From an optimization exercise on the open Yosys and OpenROAD flow, aimed at small area and a short achievable clock period; shortcuts taken in it are not production practice.
Only simulation tests tie the RTL to the original design; equivalence was not proved.
Power and IR drop assume default switching activity.

==> flow/design.v (excerpt) <==
module rbc_ring_calc (
    input  wire        clk,
    input  wire        rst,
    input  wire        in_valid,
    output wire        in_ready,
    input  wire [31:0] in_cmd,        
    input  wire [31:0] in_arg0,       
    input  wire [31:0] in_arg1,       
    input  wire [31:0] in_arg2,       
    input  wire        in_bound,      
    input  wire        in_grant,      
    input  wire        in_role,       
    input  wire [3:0]  in_kind,       
    input  wire [31:0] in_slots,      
    input  wire [31:0] in_base,       
    input  wire [31:0] in_grant_wr,   
    input  wire [31:0] in_grant_n,    
    input  wire [31:0] in_rd,
    input  wire [31:0] in_wr,
    output reg         out_valid,
    input  wire        out_ready,
    output wire [3:0]  out_err,       
    output wire [31:0] out_info,      
    output wire [31:0] out_res0,      
    output wire [31:0] out_res1,
    output wire [31:0] out_res2,
    output wire [31:0] out_first,     
    output wire [31:0] out_second,    
    output wire [31:0] out_addr0,
    output wire [31:0] out_addr1,
    output wire [31:0] out_addr2,
    output wire        out_store,     
    output wire [31:0] out_store_val  
);
Size in the first run: roughly 6000 cells after synthesis, about 170 flip-flops, ~660 I/O pins.
==> flow/config.mk <==
export PLATFORM = sky130hd
export DESIGN_NAME = rbc_ring_calc
export DESIGN_NICKNAME = rbc_ring_calc
export VERILOG_FILES = /design/flow/design.v
export SDC_FILE = /design/flow/constraint.sdc
export NUM_CORES = 4
export LEC_CHECK = 0
export ABC_AREA = 1
export CAP_MARGIN = 20
export CORE_MARGIN = 2
export CORE_UTILIZATION = 50
export SLEW_MARGIN = 20
==> flow/constraint.sdc <==
create_clock -name core_clock -period 30.0 [get_ports {clk}]
set_input_delay 6.0000 -clock core_clock [delete_from_list [all_inputs] [get_ports {clk}]]
set_output_delay 6.0000 -clock core_clock [all_outputs]
set_load 0.01 [all_outputs]
standard.sh (not shown) runs the stock make flow with config.mk's settings and CLKGATE_MAP_FILE= SYNTH_SCRIPT=/design/flow/synth_recipe.tcl, a recipe that flattens the netlist after the stock synthesis.
==> flow/flow/run.sh <==
#!/bin/bash
set -euo pipefail
export BUFFER_PORTS_ARGS="-buffer_cell sky130_fd_sc_hd__buf_1"
export SETUP_SLACK_MARGIN=17.6
bash standard.sh > standard_flow.log 2>&1
The starting point passed the timing, DRC and antenna checks.
==> next run, changes <==
--- a/flow/design.v
+++ b/flow/design.v
@@ -124,24 +124,24 @@
     rbc_por #(32) u_dmo (.a(dm_in), .o(dm_or));
     wire [31:0] adv_av  = dm_in ^ ({32{~op_pop}} & ~{dm_or[30:0], 1'b0});
     wire        sec_on  = (op_pop ? ~av0_c : av0_c) & (op_pop | ~rd_zero);
     wire [31:0] sec_av  = sec_on ? adv_av : 32'd0;
     wire [31:0] xfer_sec = req_lt ? sec_req : sec_av;
     wire [31:0] slot_off = iy << re;
     wire [28:0] slot_hi;
-    rbc_addb #(29) u_slot (.a(in_base[31:3]), .b(slot_off[31:3]), .ci(1'b1), .s(slot_hi), .co());
+    rbc_add #(29) u_slot (.a(in_base[31:3]), .b(slot_off[31:3]), .ci(1'b1), .s(slot_hi), .co());
     wire [31:0] slot_addr = {slot_hi, slot_off[2:0]};
     wire [1:0]  sh   = ob4 ? (ob1 ? 2'd0 : re) : (ob1 ? ce : 2'd0);
     wire [31:0] a0   = ob1 ? (ob4 ? in_base : 32'd8) : in_arg0;
     wire [31:0] a2   = ob4 ? (ob1 ? 32'd8 : in_arg2) : {31'd0, ob1};
     wire [31:0] ls   = (~ob4 & ob1) ? in_arg0 : in_arg1;
     wire [35:0] wsh  = {4'd0, a2} << sh;
     wire [34:0] lsh  = {3'd0, ls} << sh;
     wire [35:0] wsum;
-    rbc_addb #(36) u_w (.a({4'd0, a0}), .b(wsh), .ci(1'b0), .s(wsum), .co());
+    rbc_add #(36) u_w (.a({4'd0, a0}), .b(wsh), .ci(1'b0), .s(wsum), .co());
     wire [36:0] zc_a = {5'd0, a0};
     wire [36:0] zc_b = {1'b0, wsh};
     wire [36:0] zc_l = {2'd0, lsh};
     wire [36:0] zc_s = zc_a ^ zc_b ^ zc_l;
     wire [36:0] zc_c = (zc_a & zc_b) | (zc_a & zc_l) | (zc_b & zc_l);
     wire [36:0] zsum;
     rbc_add #(37) u_z (.a(zc_s), .b({zc_c[35:0], 1'b0}), .ci(1'b0), .s(zsum), .co());
@@ -374,50 +374,7 @@
             for (i = 3 * d - 1; i < W; i = i + 2 * d) begin
                 G[i] = G[i] | (T[i] & G[i - d]);
                 T[i] = T[i] & T[i - d];
             end
     end
     assign ge = G[W-1];
 endmodule
-module rbc_addb #(parameter W = 32) (
-    input  wire [W-1:0] a,
-    input  wire [W-1:0] b,
-    input  wire         ci,
-    output wire [W-1:0] s,
-    output wire         co
-);
-    localparam integer NB = (W + 3) / 4;
-    localparam integer WP = NB * 4;
-    localparam integer DS = (NB > 32) ? 16 : (NB > 16) ? 8 : (NB > 8) ? 4 : (NB > 4) ? 2 : 1;
-    wire [WP-1:0] ax = {{(WP-W){1'b0}}, a};
-    wire [WP-1:0] bx = {{(WP-W){1'b0}}, b};
-    reg  [WP-1:0] g, p, c;
-    reg  [NB-1:0] BG, BP;
-    integer i, k, d;
-    always @(*) begin
-        g = ax & bx;
-        p = ax ^ bx;
-        for (k = 0; k < NB; k = k + 1) begin
-            BG[k] = g[4*k+3] | (p[4*k+3] & (g[4*k+2] | (p[4*k+2] & (g[4*k+1] | (p[4*k+1] & g[4*k])))));
-            BP[k] = p[4*k+3] & p[4*k+2] & p[4*k+1] & p[4*k];
-        end
-        BG[0] = BG[0] | (BP[0] & ci);
-        for (d = 1; d < NB; d = d * 2)
-            for (i = 2 * d - 1; i < NB; i = i + 2 * d) begin
-                BG[i] = BG[i] | (BP[i] & BG[i - d]);
-                BP[i] = BP[i] & BP[i - d];
-            end
-        for (d = DS; d >= 1; d = d / 2)
-            for (i = 3 * d - 1; i < NB; i = i + 2 * d) begin
-                BG[i] = BG[i] | (BP[i] & BG[i - d]);
-                BP[i] = BP[i] & BP[i - d];
-            end
-        for (k = 0; k < NB; k = k + 1) begin
-            c[4*k]   = (k == 0) ? ci : BG[(k == 0) ? 0 : k - 1];
-            c[4*k+1] = g[4*k]   | (p[4*k]   & c[4*k]);
-            c[4*k+2] = g[4*k+1] | (p[4*k+1] & c[4*k+1]);
-            c[4*k+3] = g[4*k+2] | (p[4*k+2] & c[4*k+2]);
-        end
-    end
-    assign s  = p[W-1:0] ^ c[W-1:0];
-    assign co = (W == WP) ? BG[NB-1] : c[W];
-endmodule
Result: Now the flow completed, yet does not pass: capacitance limit, slew limit. Die area goes up slightly. Register-to-register slack gains 0.65 ns. Final cell count is about the same. Wire length goes up by a little under a tenth. Sequential power goes up by a few percent. Final area goes up slightly. Clock-buffer cell count is unchanged. Non-clock buffer count goes up by 47. Sequential cell count is unchanged. Area after synthesis goes up slightly. Maximum frequency goes down slightly. Total power barely changes. Worst setup slack loses 0.17 ns. First-iteration DRC count goes up by about a fifth.

[separate check: timing with driven ports]
In the flow no input, the clock included, has a driving cell. The finished layouts below were timed again as built, in two steps.
Step 1 sets driving cells, clkbuf_16 on the clock port and buf_2 on the other inputs (assumed; they add their load-dependent delay and slew).
Step 2 times the ports against the registers' clock, not the clock port: input delays grow and output delays shrink by t, the midpoint of the rising clock arrivals with the driver on.
Slacks: no drivers / after step 1 / after step 2; pairs: no drivers / after step 1.
| run | t (ns) | setup slack, ns | worst setup path after step 2 | worst register clock-pin slew, ns | worst slew at a driven data input, ns |
|---|---|---|---|---|---|
| the first run | 0.593 | 17.644 / 17.694 / 17.101 | input to register | 0.10 / 0.10 | 0.15 |
| the second run | 0.607 | 17.477 / 17.425 / 16.818 | input to register | 0.10 / 0.10 | 0.16 |
The setup slack of the second run, which loses most, moves by -0.052 ns with the drivers and by -0.659 ns with both steps.
